Source: an optimization exercise on an open RTL-to-GDS flow (aim: small area, a short achievable clock period and few clock cycles). Production flows keep margins and buffers that such runs may drop. RTL that was checked went through simulation tests only; none was proved equivalent to the original. Function not checked in run 1: the RTL went through the layout flow alone.

## flow/design.v (module list and top-level ports; edited modules follow where they fit)
// module bmp_reduce: 882 lines
// module bmp_reduce_enc: 135 lines
// module bmp_reduce_dec1: 63 lines
// module bmp_reduce_dec3: 63 lines
// module bmp_reduce_dec5: 63 lines
// module bmp_reduce_cadd: 10 lines
module bmp_reduce #(
    parameter MAXW = 128
) (
    input  wire       clk,
    input  wire       rst,
    input  wire       start,
    input  wire [7:0] cfg_width,      
    input  wire       cfg_bpp4,       
    input  wire [1:0] cfg_dither,     
    input  wire [6:0] cfg_bright,     
    input  wire [6:0] cfg_contrast,   
    input  wire       cfg_order,      
    input  wire       cfg_invert,     
    input  wire       in_valid,
    output wire       in_ready,
    input  wire [7:0] in_b,
    input  wire [7:0] in_g,
    input  wire [7:0] in_r,
    output reg        out_valid,
    input  wire       out_ready,
    output wire [7:0] out_data
);
  // ...
==> flow/flow/run.sh <==
#!/bin/bash
# Standard layout, but the port buffers are buf_2 cells instead of the
# buffer_ports default (clkdlybuf4s50_1), which is slower and larger.
set -euo pipefail
export BUFFER_PORTS_ARGS="-buffer_cell sky130_fd_sc_hd__buf_2"
bash standard.sh > flow_standard.log 2>&1
==> flow/standard.sh <==
#!/bin/bash
# synth_recipe.tcl (not shown) runs the flow's synth.tcl, then flattens the netlist and writes it again
# the make line also repeats each setting of config.mk as NAME=value (left out here)
make -C /OpenROAD-flow-scripts/flow DESIGN_CONFIG=/design/flow/config.mk WORK_HOME=/design/flow/orfs CLKGATE_MAP_FILE= SYNTH_SCRIPT=/design/flow/synth_recipe.tcl "${@:-finish}"
==> flow/config.mk <==
export PLATFORM = sky130hd
export DESIGN_NAME = bmp_reduce
export DESIGN_NICKNAME = bmp_reduce
export VERILOG_FILES = /design/flow/design.v
export SDC_FILE = /design/flow/constraint.sdc
export NUM_CORES = 4
export LEC_CHECK = 0
export CAP_MARGIN = 20
export CORE_MARGIN = 2
export CORE_UTILIZATION = 60
export CTS_CLUSTER_DIAMETER = 80
export CTS_CLUSTER_SIZE = 30
export SLEW_MARGIN = 20
==> flow/constraint.sdc <==
create_clock -name core_clock -period 46.0 [get_ports {clk}]
set_input_delay 9.2000 -clock core_clock [delete_from_list [all_inputs] [get_ports {clk}]]
set_output_delay 9.2000 -clock core_clock [all_outputs]
set_load 0.01 [all_outputs]
==> results_dict.tcl, run 1 <==
set metrics [dict create \
    avgRoutedWirePerCell_um 17.6 \
    crit_buf_inv 1 \
    r2r_end "aq[4]$_SDFF_PP0_" \
    fillers 5379 \
    hold_end "ring[93][4]$_DFF_P_" \
    crit_end "out_data[4]" \
    synth_top_family_by_area "adder cells" \
    core_mm2 0.0687 \
    synth_cell_types 98 \
    synth_top_area_share 0.479 \
    grt_pass1_vias 26000 \
    tap_cells 931 \
    cp-startpoint "q0[4]$_DFFE_PN_" \
    reg2regPathDepth 32 \
    fin_crit_ns 10.37 \
    hold_ws_ns 0.327 \
    multi_input_area_share 0.394 \
    cts_sinks 1070 \
    drive_above_1_share 0.0673 \
    ys_top_cells_by_area "dfxtp_1 (48%), fa_1 (11%), ha_1 (7.0%), edfxtp_1 (5.3%), inv_1 (3.7%)" \
    drc 0 \
    clock_skew_ns 0.0394 \
    hold_path_depth 0 \
    drt_iter0_drc 1757 \
    cts_root_buf "clkbuf_16" \
    dpl.cell_count 4607 \
    cts_resized 0 \
    netlist_area_mm2 0.0417 \
    status "finished clean" \
    yosys-mux-area-fraction 0.0184 \
    hold_buffers 0 \
    setup_slack_ns 35.63 \
    largest_reg_flops 882 \
]
==> module bmp_reduce_cadd, before the edit <==
module bmp_reduce_cadd (
    input  wire [7:0] v,
    input  wire       neg,
    input  wire [5:0] mag,
    output wire [7:0] r
);
    wire [8:0] dif = {1'b0, v} - {3'b0, mag};
    wire [8:0] sum = {1'b0, v} + {3'b0, mag};
    assign r = neg ? (dif[8] ? 8'd0 : dif[7:0]) : (sum[8] ? 8'd255 : sum[7:0]);
endmodule
==> run 2, diff against run 1 <==
--- a/flow/design.v
+++ b/flow/design.v
@@ -1212,5 +1212,4 @@
 );
-    wire [8:0] dif = {1'b0, v} - {3'b0, mag};
-    wire [8:0] sum = {1'b0, v} + {3'b0, mag};
-    assign r = neg ? (dif[8] ? 8'd0 : dif[7:0]) : (sum[8] ? 8'd255 : sum[7:0]);
+    wire [8:0] s = {1'b0, v} + ({3'b0, mag} ^ {9{neg}}) + {8'd0, neg};
+    assign r = s[8] ? {8{!neg}} : s[7:0];
 endmodule
--- a/flow/config.mk
+++ b/flow/config.mk
@@ -10,4 +10,4 @@
 export CORE_UTILIZATION = 60
-export CTS_CLUSTER_DIAMETER = 80
-export CTS_CLUSTER_SIZE = 30
+export CTS_CLUSTER_DIAMETER = 50
+export CTS_CLUSTER_SIZE = 36
 export SLEW_MARGIN = 20
==> run 2 against run 1 <==
Compared with the run above:
- sequential cell count did not move
- final area rose by 2.5%
- worst setup slack got worse by 0.00080 ns
- cell count fell by 2.4%
- critical path type unchanged
- still clean
- worst hold slack got worse by 0.027 ns
==> results_dict.tcl, run 2 <==
set metrics [dict create \
    status "finished clean" \
    endpoint_kind "primary output" \
    nets 4111 \
    drc 0 \
    place_hpwl_um 58000 \
    cts_buffers 82 \
    synth-edff-count 73 \
    worst_slew_pin_slew_ns 1.03 \
    clkSlewWorstSetupHoldPaths_ns 0.10 \
    finalSetupViolCount 0 \
    synth_top_area_share 0.483 \
    final_area_mm2 0.0456 \
    syn_nets 4042 \
    synth_cell_types 122 \
    synth-main-ff-cell "dfxtp_1" \
    htree_levels 3 \
    async_flop_share 0 \
    crit_buf_inv 1 \
    clk_latency_ns 0.68 \
    worstPathCellList "buf_2" \
    ys_warn_count 6 \
    max_slew_margin 0.313 \
    final_hold_viol_count 0 \
    avgRoutedWirePerCell_um 17.8 \
    antenna_found_initial 1 \
    cp.required_ns 36.80 \
    die-area_mm2 0.0710 \
    grt_setup_unrepaired "false" \
    start_kind "register" \
    ant_nets 0 \
    viasPerCell 5.30 \
    row_count 96 \
    initial_core_util 0.605 \
    finalWirelength_um 81200 \
    post_cts_buffers 0 \
    grt_pass1_vias 25400 \
    netlist_area_mm2 0.0413 \
    area_growth_pct 10.4 \
    layout_top_registers "ring x882, tq x13" \
    grt_overflow 0 \
    cts_tree "done" \
    cts_root_buf "clkbuf_16" \
    hold_class "reg2reg" \
    syn_area_per_cell_um2 11.7 \
    largest_reg_flops 882 \
    cts_resized 0 \
    grt_max_degree 52 \
    setup_slack_ns 35.63 \
    fmax_mhz 96.5 \
    postPlaceCellArea_mm2 0.0425 \
    post-place-ws_ns 35.31 \
    gp_congestion 0.885 \
    mostFrequentLayoutCell "dfxtp_1" \
    worstPathArrival_ns 1.17 \
    dieHeight_um 266 \
    clock_skew_ns 0.0801 \
    path_class "reg2out" \
    drive_above_1_share 0.107 \
    synth_cells 3541 \
    layout_common_cells "dfxtp_1 (996), inv_1 (382), fa_1 (224), ha_1 (221), nand2_1 (199)" \
    seq_area_frac_synth 0.536 \
    fin_crit_sh 0.225 \
    hold_buffers 0 \
    slowest_stage "dfxtp_1" \
    vias 24200 \
    drt_pass1_iterations 8 \
    fin_crit_ns 10.37 \
    drv_slew 0 \
    slowest_delay_ns 0.37 \
    critPathMaxFanout 2 \
    hold_ws_ns 0.300 \
    synth_seq_cells 1070 \
    max-clock-path-buffers 3 \
    regMostFlops "ring" \
    die_w_um 266 \
    crit_family "flip-flops" \
    synth.most_common_cell "dfxtp_1" \
    grt_pass1_wl_um 133000 \
    ios 66 \
    tns_ns 0 \
    synth_top_cell_by_area "dfxtp_1" \
    core_mm2 0.0683 \
    synthTopCellsByCount "dfxtp_1 (997), inv_1 (382), fa_1 (224)" \
    cts_sinks 1070 \
    grt_usage 0.235 \
    portBuffers 65 \
    ys_top_cells_by_area "dfxtp_1 (48%), fa_1 (11%), ha_1 (6.7%), edfxtp_1 (5.3%), inv_1 (3.5%)" \
    cap_violations 0 \
    drt_iter0_drc 1694 \
]
run 2: cell families after synthesis:
| family | count (synthesis) | synth area share |
|---|---|---|
| AO/OA/AOI/OAI | 562 | 0.0913 |
| XOR/XNOR | 168 | 0.0373 |
| adder cells (fa/ha/maj) | 451 | 0.177 |
| buffers and inverters | 489 | 0.0472 |
| flip-flops | 1070 | 0.536 |
| multiplexers | 110 | 0.0291 |
| AND/OR/NAND/NOR | 691 | 0.0825 |
run 2: routing by layer:
metal  vias to the layer above  share of wire  global-route usage
li1                      11800              -                   -
met1                     11800           0.47               0.325
met2                       436           0.47               0.390
met3                       129          0.035              0.0343
met4                         0          0.022              0.0629
met5                         -              0                   0
run 2: metrics by stage:
stage | cells | util
after floorplan | 3541 | -
after global placement | 4408 | 0.621
after detailed placement | 4408 | 0.621
after CTS | 4562 | 0.668
after global routing | 4563 | 0.668
final | 4564 | 0.668
run 2: final cells by class:
class | instances | area [um2]
clock buffer | 89 | 2140
fill | 5099 | 22700
multi-input combinational | 1982 | 17300
tap | 882 | 1100
clock inverter | 65 | 1040
timing repair buffer | 86 | 483
inverter | 388 | 1460
sequential | 1070 | 22200
antenna | 2 | 5.00
run 2: worst paths after layout:
kind / from / endpoint / slack (ns) / cells after the start
hold / removal: ring[44][5]$_DFF_P_ / ring[45][5]$_DFF_P_ / 0.30 / 0
hold reg to reg: ring[44][5]$_DFF_P_ / ring[45][5]$_DFF_P_ / 0.30 / 0
setup reg to reg: contrast[1]$_DFFE_PP_ / aq[3]$_SDFF_PP0_ / 36.58 / 30
setup / recovery: in_ready_r$_SDFF_PP0_ / in_ready / 35.63 / 1
Testbench counts of run 2, summed over its fixed seeds: cycles 30,096.
==> run 3, diff against run 2 <==
--- a/flow/config.mk
+++ b/flow/config.mk
@@ -10,4 +10,4 @@
 export CORE_UTILIZATION = 60
-export CTS_CLUSTER_DIAMETER = 50
-export CTS_CLUSTER_SIZE = 36
+export CTS_CLUSTER_DIAMETER = 140
+export CTS_CLUSTER_SIZE = 28
 export SLEW_MARGIN = 20
==> run 3 against run 2 <==
Compared with the run above:
- sequential share of layout area increased by 2.1 points
- sequential cell count unchanged
- global-route usage decreased by 0.62 points
- routed wire length decreased by 2.4%
- count of clock-buffer cells in the layout decreased by 37
- final area decreased by 4.2%
- critical path depth unchanged
- first-iteration DRC count decreased by 7.4%
- non-clock buffer count unchanged
- worst setup slack improved by 0.0046 ns
- clock skew decreased by 0.038 ns
- critical endpoint unchanged
==> results_dict.tcl, run 3 <==
set metrics [dict create \
    status "finished clean" \
    worstPathCellList "buf_2" \
    vias 23800 \
    max-clock-path-buffers 3 \
    grt_max_degree 52 \
    core_mm2 0.0683 \
    mostFrequentLayoutCell "dfxtp_1" \
    initial_core_util 0.605 \
    drt_iter0_drc 1568 \
    fin_crit_sh 0.225 \
    synthTopCellsByCount "dfxtp_1 (997), inv_1 (382), fa_1 (224)" \
    grt_overflow 0 \
    synthAdderAreaFrac 0.177 \
    ys_warn_count 6 \
    synth_cell_types 122 \
    clock_skew_ns 0.0425 \
    grt_pass1_vias 24800 \
    synth.most_common_cell "dfxtp_1" \
    finalSetupViolCount 0 \
    synth_top_area_share 0.483 \
    cp.required_ns 36.80 \
    ios 66 \
    ant_nets 0 \
    crit-reg2reg-launch "contrast[2]$_DFFE_PP_" \
    cts_sinks 1070 \
    slowest_delay_ns 0.39 \
    largest_reg_flops 882 \
    synthXorXnorAreaFrac 0.0373 \
    portBuffers 65 \
    dieHeight_um 266 \
    slowest_stage "dfxtp_1" \
    layout_top_registers "ring x882, tq x13" \
    fmax_mhz 96.5 \
    hp-start "ring[33][5]$_DFF_P_" \
    cp-startpoint "in_ready_r$_SDFF_PP0_" \
    cts_root_buf "clkbuf_16" \
    yosys.area_share.simple 0.0825 \
    instances_no_fill 4469 \
    crit_buf_inv 1 \
    syn_nets 4042 \
    synth_top_cell_by_area "dfxtp_1" \
    synth_cells 3541 \
    nets 4073 \
    grt_setup_unrepaired "false" \
    drc 0 \
    die_w_um 266 \
    synth_seq_cells 1070 \
    clkSlewWorstSetupHoldPaths_ns 0.11 \
    fin_crit_ns 10.36 \
    dpl.cell_count 4408 \
    cts_buffers 44 \
    netlist_area_mm2 0.0413 \
    area_growth_pct 5.75 \
    path_class "reg2out" \
    row_count 96 \
    start_kind "register" \
    drive_above_1_share 0.0815 \
    clk_latency_ns 0.64 \
    synth-main-ff-cell "dfxtp_1" \
    hold_class "reg2reg" \
    viasPerCell 5.32 \
    critPathMaxFanout 2 \
    gp_congestion 0.885 \
    yosys-mux-area-fraction 0.0291 \
    avgRoutedWirePerCell_um 17.7 \
    seq_area_frac_synth 0.536 \
    synth_top_family_by_area "adder cells" \
    grt_pass1_wl_um 131000 \
    tns_ns 0 \
    antenna_found_initial 1 \
    final_hold_viol_count 0 \
    synth-compound-area-share 0.0913 \
    max_slew_margin 0.328 \
    cts_tree "done" \
    worstPathArrival_ns 1.16 \
    drv_slew 0 \
    regMostFlops "ring" \
    cap_violations 0 \
    htree_levels 2 \
    async_flop_share 0 \
    worst_slew_pin_slew_ns 1.00 \
    ys_top_cells_by_area "dfxtp_1 (48%), fa_1 (11%), ha_1 (6.7%), edfxtp_1 (5.3%), inv_1 (3.5%)" \
    post_cts_buffers 0 \
    syn_area_per_cell_um2 11.7 \
    crit_family "flip-flops" \
    synth-edff-count 73 \
    place_hpwl_um 58000 \
    hold_buffers 0 \
    endpoint_kind "primary output" \
    die-area_mm2 0.0710 \
    drt_pass1_iterations 6 \
    cts_resized 0 \
    finalWirelength_um 79300 \
    grt_usage 0.229 \
    layout_common_cells "dfxtp_1 (996), inv_1 (382), fa_1 (224), ha_1 (221), nand2_1 (199)" \
]
-- run 3: area by class of cell --
type                    count  area [um2]
diodes                      3        7.51
clock buffers              52        1130
clock inverters             6         116
fillers                  5342       24600
inverters                 388        1460
multi-input cells        1982       17300
flip-flops and latches   1070       22200
well taps                 882        1100
repair buffers             86         483
-- run 3: cell families after synthesis --
| family | count (synthesis) |
|---|---|
| mux | 110 |
| xor+xnor | 168 |
| compound gates | 562 |
| fa+ha+maj | 451 |
| buf+inv | 489 |
| simple gates | 691 |
| flops | 1070 |
-- run 3: per-layer routing --
layer  global-route usage  part of all wire
met5                    0                 0
met4               0.0487             0.017
met3               0.0240             0.036
met2                0.384              0.47
met1                0.324              0.48
-- run 3: path summary, 6_finish.rpt --
check / endpoint / slack, ns / cells after the start
worst min register to register: ring[34][5]$_DFF_P_ / 0.32 / 0
worst max register to register: aq[3]$_SDFF_PP0_ / 36.54 / 30
worst max-delay path: in_ready / 35.64 / 1
worst min-delay path: ring[34][5]$_DFF_P_ / 0.32 / 0
-- run 3: stage by stage --
step	util	hold WS [ns]	setup slack (ns)	instance area [um2]
after floorplan	-	0.310	35.71	41300
after global placement	0.621	0.310	35.30	42500
after detailed placement	0.621	0.312	35.31	42500
after CTS	0.639	0.327	35.58	43700
after global routing	0.640	0.329	35.59	43700
final	0.640	0.325	35.64	43700
==> run 4, diff against run 3 <==
--- a/flow/config.mk
+++ b/flow/config.mk
@@ -10,4 +10,4 @@
 export CORE_UTILIZATION = 60
-export CTS_CLUSTER_DIAMETER = 140
-export CTS_CLUSTER_SIZE = 28
+export CTS_CLUSTER_DIAMETER = 200
+export CTS_CLUSTER_SIZE = 30
 export SLEW_MARGIN = 20
==> run 4 against run 3 <==
Compared with the run above:
- sequential cell count unchanged
- worst hold slack got worse by 0.0050 ns
- critical path depth unchanged
- fmax decreased by 0.15%
- highest routed layer unchanged
==> results_dict.tcl, run 4 <==
set metrics [dict create \
    drt_iter0_drc 1460 \
    finalWirelength_um 79400 \
    worstPathArrival_ns 1.18 \
    hold_end "ring[106][3]$_DFF_P_" \
    clk_latency_ns 0.63 \
    drc 0 \
    dieHeight_um 266 \
    antenna_found_initial 1 \
    final_hold_viol_count 0 \
    cts_resized 0 \
    htree_levels 2 \
    slowest_delay_ns 0.40 \
    area_growth_pct 5.47 \
    crit_family "flip-flops" \
    die-area_mm2 0.0710 \
    ys_warn_count 6 \
    ios 66 \
    synth_top_area_share 0.483 \
    die_w_um 266 \
    crit-reg2reg-launch "contrast[2]$_DFFE_PP_" \
    grt_overflow 0 \
    synth_top_cell_by_area "dfxtp_1" \
    largest_reg_flops 882 \
    tns_ns 0 \
    nets 4070 \
    place_hpwl_um 58000 \
    hold_class "reg2reg" \
    syn_nets 4042 \
    clkSlewWorstSetupHoldPaths_ns 0.12 \
    grt_setup_unrepaired "false" \
    synth_cells 3541 \
    grt_pass1_vias 24800 \
    cap_violations 0 \
    use_met2 0.382 \
    seq_area_frac_synth 0.536 \
    regMostFlops "ring" \
    async_flop_share 0 \
    crit_buf_inv 1 \
    viasPerCell 5.34 \
    grt_pass1_wl_um 130000 \
    synth_seq_cells 1070 \
    synth.most_common_cell "dfxtp_1" \
    initial_core_util 0.605 \
    status "finished clean" \
    cts_buffers 41 \
    core_mm2 0.0683 \
    drt_pass1_iterations 6 \
    syn_area_per_cell_um2 11.7 \
    grt_usage 0.229 \
    ant_nets 0 \
    endpoint_kind "primary output" \
    cts_sinks 1070 \
    gp_congestion 0.885 \
    reg2regPathDepth 30 \
    netlist_area_mm2 0.0413 \
    final_area_mm2 0.0436 \
    ys_top_cells_by_area "dfxtp_1 (48%), fa_1 (11%), ha_1 (6.7%), edfxtp_1 (5.3%), inv_1 (3.5%)" \
    cts_tree "done" \
    synthTopCellsByCount "dfxtp_1 (997), inv_1 (382), fa_1 (224)" \
    worstPathCellList "buf_2" \
    vias 23800 \
    use_met1 0.324 \
    hold_buffers 0 \
    max_slew_margin 0.332 \
    use_met3 0.0230 \
    r2r_end "aq[3]$_SDFF_PP0_" \
    worst_slew_pin_slew_ns 1.00 \
    portBuffers 65 \
    max-clock-path-buffers 3 \
    hp-start "ring[105][3]$_DFF_P_" \
    fin_crit_sh 0.226 \
    fmax_mhz 96.4 \
    drive_above_1_share 0.0802 \
    drv_slew 0 \
    r2r_slack_ns 36.55 \
    layout_top_registers "ring x882, tq x13" \
    synth-main-ff-cell "dfxtp_1" \
    fin_crit_ns 10.38 \
    hold_path_depth 0 \
    mostFrequentLayoutCell "dfxtp_1" \
    synth_cell_types 122 \
    finalSetupViolCount 0 \
    postPlaceCellArea_mm2 0.0425 \
    path_class "reg2out" \
    layout_common_cells "dfxtp_1 (996), inv_1 (382), fa_1 (224), ha_1 (221), nand2_1 (199)" \
    critPathMaxFanout 2 \
    grt_max_degree 52 \
    synth-edff-count 73 \
    row_count 96 \
    cp.required_ns 36.80 \
    start_kind "register" \
    avgRoutedWirePerCell_um 17.8 \
    grt_busiest_layer "met2" \
    slowest_stage "dfxtp_1" \
    post_cts_buffers 0 \
    clock_skew_ns 0.0241 \
    cts_root_buf "clkbuf_16" \
]
-- run 4: through the flow --
step	setup slack, ns	utilization	cells	hold slack, ns
finish	35.62	0.638	4464	0.320
global route	35.58	0.638	4463	0.328
CTS	35.58	0.638	4462	0.327
detailed placement	35.31	0.621	4408	0.312
global placement	35.30	0.621	4408	0.310
floorplan	35.71	-	3541	0.310
-- run 4: area by class of cell --
| type | count | area (um2) |
|---|---|---|
| antenna | 2 | 5.00 |
| inverter | 388 | 1460 |
| sequential | 1070 | 22200 |
| fill | 5339 | 24700 |
| clock inverter | 4 | 73.8 |
| timing repair buffer | 86 | 483 |
| tap | 882 | 1100 |
| clock buffer | 50 | 1060 |
| multi-input combinational | 1982 | 17300 |
-- run 4: per-layer routing --
metal	wire length, um	part of all wire
met5	0	0
met3	2480	0.031
met1	38400	0.48
met2	37300	0.47
met4	1290	0.016
-- run 4: cell families after synthesis --
group | Yosys count | share of synthesized area
AOI/OAI and AO/OA | 562 | 0.0913
xor gates and xnor gates | 168 | 0.0373
adders and majority gates | 451 | 0.177
buffers and inverters | 489 | 0.0472
DFF | 1070 | 0.536
muxes | 110 | 0.0291
and+or+nand+nor | 691 | 0.0825
-- run 4: how the worst max path moves through the flow --
stage                     startpoint                    end  depth (start not counted)
4_1_cts        in_ready_r$_SDFF_PP0_               in_ready                          1
6_report       in_ready_r$_SDFF_PP0_               in_ready                          1
3_5_place_dp               out_ready  in_ready_r$_SDFF_PP0_                          8
3_3_place_gp               out_ready  in_ready_r$_SDFF_PP0_                          8
5_1_grt        in_ready_r$_SDFF_PP0_               in_ready                          1
2_1_floorplan              out_ready  in_ready_r$_SDFF_PP0_                          7
==> run 5, diff against run 4 <==
--- a/flow/config.mk
+++ b/flow/config.mk
@@ -10,3 +10,3 @@
 export CORE_UTILIZATION = 60
-export CTS_CLUSTER_DIAMETER = 200
+export CTS_CLUSTER_DIAMETER = 80
 export CTS_CLUSTER_SIZE = 30
==> run 5 against run 4 <==
Compared with the run above:
- still clean on timing, DRC and antenna
- synthesized area did not move
- sequential share of layout area down 0.54 points
- sequential cell count unchanged
- critical path type unchanged
- critical endpoint unchanged
==> results_dict.tcl, run 5 <==
set metrics [dict create \
    fmax_mhz 96.5 \
    post_cts_buffers 0 \
    crit-reg2reg-launch "contrast[2]$_DFFE_PP_" \
    start_kind "register" \
    drt_pass1_iterations 10 \
    grt_pass1_vias 24900 \
    finalWirelength_um 79500 \
    status "finished clean" \
    dieHeight_um 266 \
    dpl.cell_count 4408 \
    grt_overflow 0 \
    initial_core_util 0.605 \
    synth-edff-count 73 \
    endpoint_kind "primary output" \
    drive_above_1_share 0.0857 \
    worstPathCellList "buf_2" \
    synth_seq_cells 1070 \
    hold_buffers 0 \
    die-area_mm2 0.0710 \
    avgRoutedWirePerCell_um 17.8 \
    grt_pass1_wl_um 131000 \
    vias 23800 \
    max_slew_margin 0.290 \
    layout_top_registers "ring x882, tq x13" \
    viasPerCell 5.32 \
    synth_top_cell_by_area "dfxtp_1" \
    fin_crit_ns 10.36 \
    area_growth_pct 6.60 \
    die_w_um 266 \
    syn_nets 4042 \
    synth_cell_types 122 \
    synth-main-ff-cell "dfxtp_1" \
    gp_congestion 0.885 \
    slowest_delay_ns 0.39 \
    regMostFlops "ring" \
    syn_area_per_cell_um2 11.7 \
    place_hpwl_um 58000 \
    ys_top_cells_by_area "dfxtp_1 (48%), fa_1 (11%), ha_1 (6.7%), edfxtp_1 (5.3%), inv_1 (3.5%)" \
    multi_input_area_mm2 0.0173 \
    hold_class "reg2reg" \
    clk_latency_ns 0.66 \
    tns_ns 0 \
    regArea_mm2 0.0222 \
    synthTopCellsByCount "dfxtp_1 (997), inv_1 (382), fa_1 (224)" \
    cts_resized 0 \
    finalSetupViolCount 0 \
    netlist_area_mm2 0.0413 \
    slowest_stage "dfxtp_1" \
    cap_violations 0 \
    grt_max_degree 52 \
    async_flop_share 0 \
    layout_common_cells "dfxtp_1 (996), inv_1 (382), fa_1 (224), ha_1 (221), nand2_1 (199)" \
    instances_no_fill 4480 \
    cp-startpoint "in_ready_r$_SDFF_PP0_" \
    drc 0 \
    drt_iter0_drc 1571 \
    antenna_found_initial 1 \
    cts_root_buf "clkbuf_16" \
    cts_buffers 48 \
    crit_family "flip-flops" \
    fin_crit_sh 0.225 \
    hp-start "ring[62][3]$_DFF_P_" \
    ant_nets 0 \
    path_class "reg2out" \
    grt_setup_unrepaired "false" \
    cts_tree "done" \
    cp.required_ns 36.80 \
    nets 4077 \
    grt_usage 0.229 \
    largest_reg_flops 882 \
    synth_cells 3541 \
    crit_buf_inv 1 \
    seq_area_frac_synth 0.536 \
    mostFrequentLayoutCell "dfxtp_1" \
    portBuffers 65 \
    drv_slew 0 \
    critPathMaxFanout 2 \
    htree_levels 2 \
    max-clock-path-buffers 3 \
    fillers 5303 \
    ys_warn_count 6 \
    synth_top_area_share 0.483 \
    clock_skew_ns 0.0613 \
    cts_sinks 1070 \
    ios 66 \
    clkSlewWorstSetupHoldPaths_ns 0.10 \
    worst_slew_pin_slew_ns 1.06 \
    core_mm2 0.0683 \
    final_hold_viol_count 0 \
    synth.most_common_cell "dfxtp_1" \
    row_count 96 \
    worstPathArrival_ns 1.16 \
]
==> run 5: layer usage <==
metal,GRT usage,up-vias,wire [um],part of all wire
met5,0,-,0,0
met4,0.0521,0,1520,0.019
met3,0.0253,98,2960,0.037
met2,0.382,421,37100,0.47
met1,0.324,11600,38000,0.48
li1,-,11700,-,-
==> run 5: final cells by class <==
class	instances	area share
Sequential cell	1070	0.503
Multi-Input combinational cell	1982	0.392
Inverter	388	0.0331
Clock buffer	51	0.0275
Tap cell	882	0.0250
Timing Repair Buffer	86	0.0110
Clock inverter	18	0.00872
Antenna cell	3	0.000170
==> run 5: final timing paths <==
check,to,slack (ns),cells after the start
worst max register to register,aq[3]$_SDFF_PP0_,36.57,30
worst min-delay path,ring[63][3]$_DFF_P_,0.32,0
worst min register to register,ring[63][3]$_DFF_P_,0.32,0
worst max-delay path,in_ready,35.64,1
==> run 5: logic make-up (layout without fill, tap and decap cells) <==
group / Yosys count / after routing / synth area share
DFF: 1070 / 1070 / 0.536
adders and majority gates: 451 / 451 / 0.177
other: 0 / 3 / 0
AOI/OAI and AO/OA: 562 / 562 / 0.0913
muxes: 110 / 110 / 0.0291
xor gates and xnor gates: 168 / 168 / 0.0373
and+or+nand+nor: 691 / 691 / 0.0825
buffers and inverters: 489 / 543 / 0.0472
==> run 5: per-stage QoR <==
stage          instance area (um2)  hold slack (ns)  utilization  setup slack [ns]
6_report                     44100            0.323        0.645             35.64
5_1_grt                      44100            0.330        0.645             35.60
4_1_cts                      44100            0.318        0.645             35.59
3_5_place_dp                 42500            0.312        0.621             35.31
3_3_place_gp                 42500            0.310        0.621             35.30
2_1_floorplan                41300            0.310            -             35.71
==> run 6, diff against run 5 <==
--- a/flow/config.mk
+++ b/flow/config.mk
@@ -10,4 +10,4 @@
 export CORE_UTILIZATION = 60
-export CTS_CLUSTER_DIAMETER = 80
-export CTS_CLUSTER_SIZE = 30
+export CTS_CLUSTER_DIAMETER = 110
+export CTS_CLUSTER_SIZE = 32
 export SLEW_MARGIN = 20
==> run 6 against run 5 <==
Compared with the run above:
- sequential share of layout area rose by 0.37 points
- register-to-register slack barely moved
- first-iteration DRC count fell by 0.89%
- count of clock-buffer cells in the layout fell by 5
- clock skew fell by 0.0037 ns
- critical path depth did not move
- final area fell by 0.72%
- routed wire length fell by 0.33%
- highest routed layer unchanged
==> results_dict.tcl, run 6 <==
set metrics [dict create \
    fmax_mhz 96.7 \
    drive_above_1_share 0.0829 \
    area_growth_pct 5.83 \
    grt_max_degree 52 \
    synth.most_common_cell "dfxtp_1" \
    die_w_um 266 \
    cts_sinks 1070 \
    synth-edff-count 73 \
    portBuffers 65 \
    gp_congestion 0.885 \
    crit-reg2reg-launch "contrast[2]$_DFFE_PP_" \
    drv_slew 0 \
    multi_input_area_mm2 0.0173 \
    endpoint_kind "primary output" \
    cap_violations 0 \
    row_count 96 \
    final_hold_viol_count 0 \
    async_flop_share 0 \
    crit_family "flip-flops" \
    layout_common_cells "dfxtp_1 (996), inv_1 (382), fa_1 (224), ha_1 (221), nand2_1 (199)" \
    synth_cells 3541 \
    ios 66 \
    cts_resized 0 \
    fillers 5335 \
    layout_top_registers "ring x882, tq x13" \
    seq_area_frac_synth 0.536 \
    cp.required_ns 36.80 \
    synth_top_cell_by_area "dfxtp_1" \
    drt_pass1_iterations 5 \
    grt_pass1_wl_um 130000 \
    grt_pass1_vias 24800 \
    nets 4071 \
    clock_skew_ns 0.0576 \
    drc 0 \
    max_slew_margin 0.305 \
    viasPerCell 5.33 \
    hp-start "ring[28][0]$_DFF_P_" \
    status "finished clean" \
    mostFrequentLayoutCell "dfxtp_1" \
    synth_seq_cells 1070 \
    hold_class "reg2reg" \
    cts_tree "done" \
    regArea_mm2 0.0222 \
    htree_levels 2 \
    worst_slew_pin_slew_ns 1.04 \
    post_cts_buffers 0 \
    antenna_found_initial 1 \
    post-place-ws_ns 35.31 \
    max-clock-path-buffers 3 \
    slowest_stage "dfxtp_1" \
    vias 23800 \
    reg2regPathDepth 30 \
    grt_setup_unrepaired "false" \
    clkSlewWorstSetupHoldPaths_ns 0.11 \
    tns_ns 0 \
    hold_end "ring[29][0]$_DFF_P_" \
    worstPathCellList "buf_2" \
    hold_path_depth 0 \
    setup_slack_ns 35.66 \
    synth_top_area_share 0.483 \
    dieHeight_um 266 \
    initial_core_util 0.605 \
    cts_buffers 42 \
    ys_top_cells_by_area "dfxtp_1 (48%), fa_1 (11%), ha_1 (6.7%), edfxtp_1 (5.3%), inv_1 (3.5%)" \
    syn_nets 4042 \
    fin_crit_ns 10.34 \
    hold_buffers 0 \
    grt_usage 0.228 \
    ant_nets 0 \
    place_hpwl_um 58000 \
    drt_iter0_drc 1557 \
    grt_overflow 0 \
    crit_buf_inv 1 \
    core_mm2 0.0683 \
    regMostFlops "ring" \
    finalSetupViolCount 0 \
    ys_warn_count 6 \
    critPathMaxFanout 2 \
    die-area_mm2 0.0710 \
    fin_crit_sh 0.225 \
    syn_area_per_cell_um2 11.7 \
    synth-main-ff-cell "dfxtp_1" \
    finalWirelength_um 79300 \
    cts_root_buf "clkbuf_16" \
    start_kind "register" \
    netlist_area_mm2 0.0413 \
    slowest_delay_ns 0.39 \
    clk_latency_ns 0.64 \
    r2r_end "aq[3]$_SDFF_PP0_" \
    synth_cell_types 122 \
    avgRoutedWirePerCell_um 17.7 \
    path_class "reg2out" \
    largest_reg_flops 882 \
    worstPathArrival_ns 1.14 \
    synthTopCellsByCount "dfxtp_1 (997), inv_1 (382), fa_1 (224)" \
    r2r_slack_ns 36.57 \
]
## run 6: cell count changes in the layout (fill, tap and decap cells not counted), sizes merged
cell    delta
bufinv     -1
clkbuf     -5
clkinv     -2
diode      -1
inv        -3
## run 6: cell type report
class	instances	area share
flip-flops and latches	1070	0.506
multi-input cells	1982	0.395
inverters	388	0.0333
well taps	882	0.0252
clock buffers	46	0.0246
repair buffers	86	0.0110
clock inverters	12	0.00466
diodes	2	0.000114
## run 6: routing by layer
metal | global-route usage | up-vias | routed length, um
met5 | 0 | - | 0
met1 | 0.323 | 11700 | 38300
met4 | 0.0490 | 0 | 1390
met3 | 0.0234 | 81 | 2470
li1 | - | 11700 | -
met2 | 0.382 | 391 | 37100
## run 6: logic make-up (layout without fill, tap and decap cells)
kind of cell,count (synthesis),count (layout),share of synthesized area
muxes,110,110,0.0291
AOI/OAI and AO/OA,562,562,0.0913
xor gates and xnor gates,168,168,0.0373
buffers and inverters,489,532,0.0472
DFF,1070,1070,0.536
adders and majority gates,451,451,0.177
and+or+nand+nor,691,691,0.0825
other,0,2,0
## run 6: worst max-delay path by stage
| stage | to | depth (start not counted) | slack [ns] | start |
|---|---|---|---|---|
| after floorplan | in_ready_r$_SDFF_PP0_ | 7 | 35.71 | out_ready |
| after global placement | in_ready_r$_SDFF_PP0_ | 8 | 35.30 | out_ready |
| after detailed placement | in_ready_r$_SDFF_PP0_ | 8 | 35.31 | out_ready |
| after CTS | in_ready | 1 | 35.62 | in_ready_r$_SDFF_PP0_ |
| after global routing | in_ready | 1 | 35.62 | in_ready_r$_SDFF_PP0_ |
| final | in_ready | 1 | 35.66 | in_ready_r$_SDFF_PP0_ |
## run 6: stage by stage
stage | instances | instance area (um2) | hold slack, ns | utilization
2_1_floorplan | 3541 | 41300 | 0.310 | -
3_3_place_gp | 4408 | 42500 | 0.310 | 0.621
3_5_place_dp | 4408 | 42500 | 0.312 | 0.621
4_1_cts | 4466 | 43700 | 0.307 | 0.640
5_1_grt | 4467 | 43700 | 0.311 | 0.640
6_report | 4468 | 43700 | 0.315 | 0.640
==> run 7, diff against run 6 <==
==> flow/flow/run.sh (replaced) <==
#!/bin/bash
# Standard layout, but the port buffers are buf_1 cells instead of the
# buffer_ports default (clkdlybuf4s50_1), which is slower and larger.
set -euo pipefail
export BUFFER_PORTS_ARGS="-buffer_cell sky130_fd_sc_hd__buf_1"
bash standard.sh > flow_standard.log 2>&1
==> run 7 against run 6 <==
Compared with the run above:
- worst hold slack got worse by 0.010 ns
- critical endpoint unchanged
- highest routed layer unchanged
- cell count down 0.11%
- worst setup slack got worse by 0.041 ns
- non-clock buffer count fell by 4
==> results_dict.tcl, run 7 <==
set metrics [dict create \
    tns_ns 0 \
    worstPathArrival_ns 1.18 \
    cp.required_ns 36.80 \
    path_class "reg2out" \
    seq_area_frac_synth 0.536 \
    clk_latency_ns 0.64 \
    grt_max_degree 52 \
    cap_violations 0 \
    drv_slew 0 \
    max_slew_margin 0.273 \
    max-clock-path-buffers 3 \
    initial_core_util 0.605 \
    cts_root_buf "clkbuf_16" \
    crit-reg2reg-launch "contrast[2]$_DFFE_PP_" \
    synth_top_area_share 0.483 \
    final_area_mm2 0.0436 \
    cts_sinks 1070 \
    crit_buf_inv 1 \
    avgRoutedWirePerCell_um 17.6 \
    slowest_stage "dfxtp_1" \
    area_growth_pct 5.54 \
    finalWirelength_um 78600 \
    hold_ws_ns 0.305 \
    die-area_mm2 0.0710 \
    slowest_delay_ns 0.42 \
    hp-start "ring[37][6]$_DFF_P_" \
    drc 0 \
    endpoint_kind "primary output" \
    die_w_um 266 \
    layout_common_cells "dfxtp_1 (996), inv_1 (382), fa_1 (224), ha_1 (221), nand2_1 (199)" \
    syn_area_per_cell_um2 11.7 \
    ios 66 \
    dieHeight_um 266 \
    synthTopCellsByCount "dfxtp_1 (997), inv_1 (382), fa_1 (224)" \
    layout_top_registers "ring x882, tq x13" \
    synth_cell_types 122 \
    clkSlewWorstSetupHoldPaths_ns 0.11 \
    synth_cells 3541 \
    crit_family "flip-flops" \
    drive_above_1_share 0.0637 \
    gp_congestion 0.887 \
    syn_nets 4042 \
    synth_top_cell_by_area "dfxtp_1" \
    start_kind "register" \
    vias 24000 \
    clock_skew_ns 0.0722 \
    row_count 96 \
    ys_warn_count 6 \
    grt_usage 0.227 \
    fin_crit_ns 10.38 \
    r2r_end "aq[1]$_SDFF_PP0_" \
    grt_setup_unrepaired "false" \
    viasPerCell 5.37 \
    core_mm2 0.0683 \
    nets 4067 \
    antenna_found_initial 1 \
    mostFrequentLayoutCell "dfxtp_1" \
    r2r_slack_ns 36.71 \
    place_hpwl_um 57400 \
    hold_class "reg2reg" \
    cts_buffers 42 \
    cts_tree "done" \
    grt_pass1_wl_um 128000 \
    status "finished clean" \
    grt_overflow 0 \
    fin_crit_sh 0.226 \
    regMostFlops "ring" \
    portBuffers 65 \
    synth-main-ff-cell "dfxtp_1" \
    post_cts_buffers 0 \
    async_flop_share 0 \
    drt_pass1_iterations 8 \
    cts_resized 0 \
    dpl.cell_count 4404 \
    ys_top_cells_by_area "dfxtp_1 (48%), fa_1 (11%), ha_1 (6.7%), edfxtp_1 (5.3%), inv_1 (3.5%)" \
    grt_pass1_vias 24700 \
    hold_end "ring[38][6]$_DFF_P_" \
    hold_buffers 0 \
    critPathMaxFanout 2 \
    reg2regPathDepth 30 \
    hold_path_depth 0 \
    worst_slew_pin_slew_ns 1.09 \
    synth.most_common_cell "dfxtp_1" \
    largest_reg_flops 882 \
    fillers 5273 \
    synth-edff-count 73 \
    finalSetupViolCount 0 \
    ant_nets 0 \
    netlist_area_mm2 0.0413 \
    fmax_mhz 96.3 \
    drt_iter0_drc 1542 \
    synth_seq_cells 1070 \
    htree_levels 2 \
    final_hold_viol_count 0 \
    instances_no_fill 4463 \
    worstPathCellList "buf_1" \
    postPlaceCellArea_mm2 0.0424 \
]
-- run 7: cells by family after synthesis --
kind of cell,count (synthesis),share of synthesized area
compound gates,562,0.0913
xor+xnor,168,0.0373
buf+inv,489,0.0472
mux,110,0.0291
flops,1070,0.536
fa+ha+maj,451,0.177
simple gates,691,0.0825
-- run 7: layout make-up --
type                    count  area [um2]  share of cell area
inverters                 388        1460              0.0334
well taps                 882        1100              0.0253
clock buffers              45        1060              0.0243
repair buffers             82         373             0.00855
flip-flops and latches   1070       22200               0.508
diodes                      2        5.00            0.000115
multi-input cells        1982       17300               0.396
clock inverters            12         204             0.00467
-- run 7: worst max-delay path by stage --
stage	startpoint	endpoint	slack, ns	cells past startpoint
after CTS	in_ready_r$_SDFF_PP0_	in_ready	35.58	1
after detailed placement	out_ready	in_ready_r$_SDFF_PP0_	35.32	8
after global placement	out_ready	in_ready_r$_SDFF_PP0_	35.27	8
final	in_ready_r$_SDFF_PP0_	in_ready	35.62	1
after global routing	in_ready_r$_SDFF_PP0_	in_ready	35.57	1
after floorplan	out_ready	in_ready_r$_SDFF_PP0_	35.71	7
-- run 7: metal layers --
metal  wire length (um)  part of all wire  vias to the layer above  track usage
li1                   -                 -                    11700            -
met1              37500              0.48                    11800        0.317
met2              36500              0.46                      423        0.378
met3               3000             0.038                       99       0.0279
met4               1570             0.020                        0       0.0519
met5                  0                 0                        -            0
-- run 7: metrics by stage --
step | worst slack [ns] | utilization
detailed placement | 35.32 | 0.620
CTS | 35.58 | 0.638
finish | 35.62 | 0.638
global placement | 35.27 | 0.620
global route | 35.57 | 0.638
floorplan | 35.71 | -

-- what the ideal ports hide --
No port has a modelled driver above. Below, the same layouts with a new extraction and two added sets of constraints.
Step 1: set_driving_cell puts a clkbuf_16 on clk and a buf_2 on each other input, an assumption about the parent block.
Step 2 also shifts input and output timing later by t, the mid clock arrival at the registers, as if the neighbouring blocks saw the same clock.
Three values: no drivers, after step 1, after step 2; two values: the first two.
run | t (ns) | slack for setup (ns) | worst setup path after step 2 | worst data-port slew with drivers (ns) | pins driven straight from the clock port
run 1 | 0.694 | 35.634 / 35.569 / 35.543 | input to register | 0.04 | 1
run 2 | 0.703 | 35.633 / 35.570 / 35.299 | input to register | 0.08 | 1
run 3 | 0.681 | 35.638 / 35.575 / 35.302 | input to register | 0.08 | 1
run 4 | 0.677 | 35.622 / 35.559 / 35.316 | input to register | 0.08 | 1
run 5 | 0.691 | 35.639 / 35.577 / 35.307 | input to register | 0.08 | 1
run 6 | 0.669 | 35.661 / 35.597 / 35.291 | input to register | 0.08 | 1
run 7 | 0.677 | 35.620 / 35.553 / 35.274 | input to register | 0.07 | 1
After both steps every run listed still meets setup and hold. The setup slack of run 6, which loses most, moves by -0.064 ns with the drivers and by -0.370 ns with both steps.
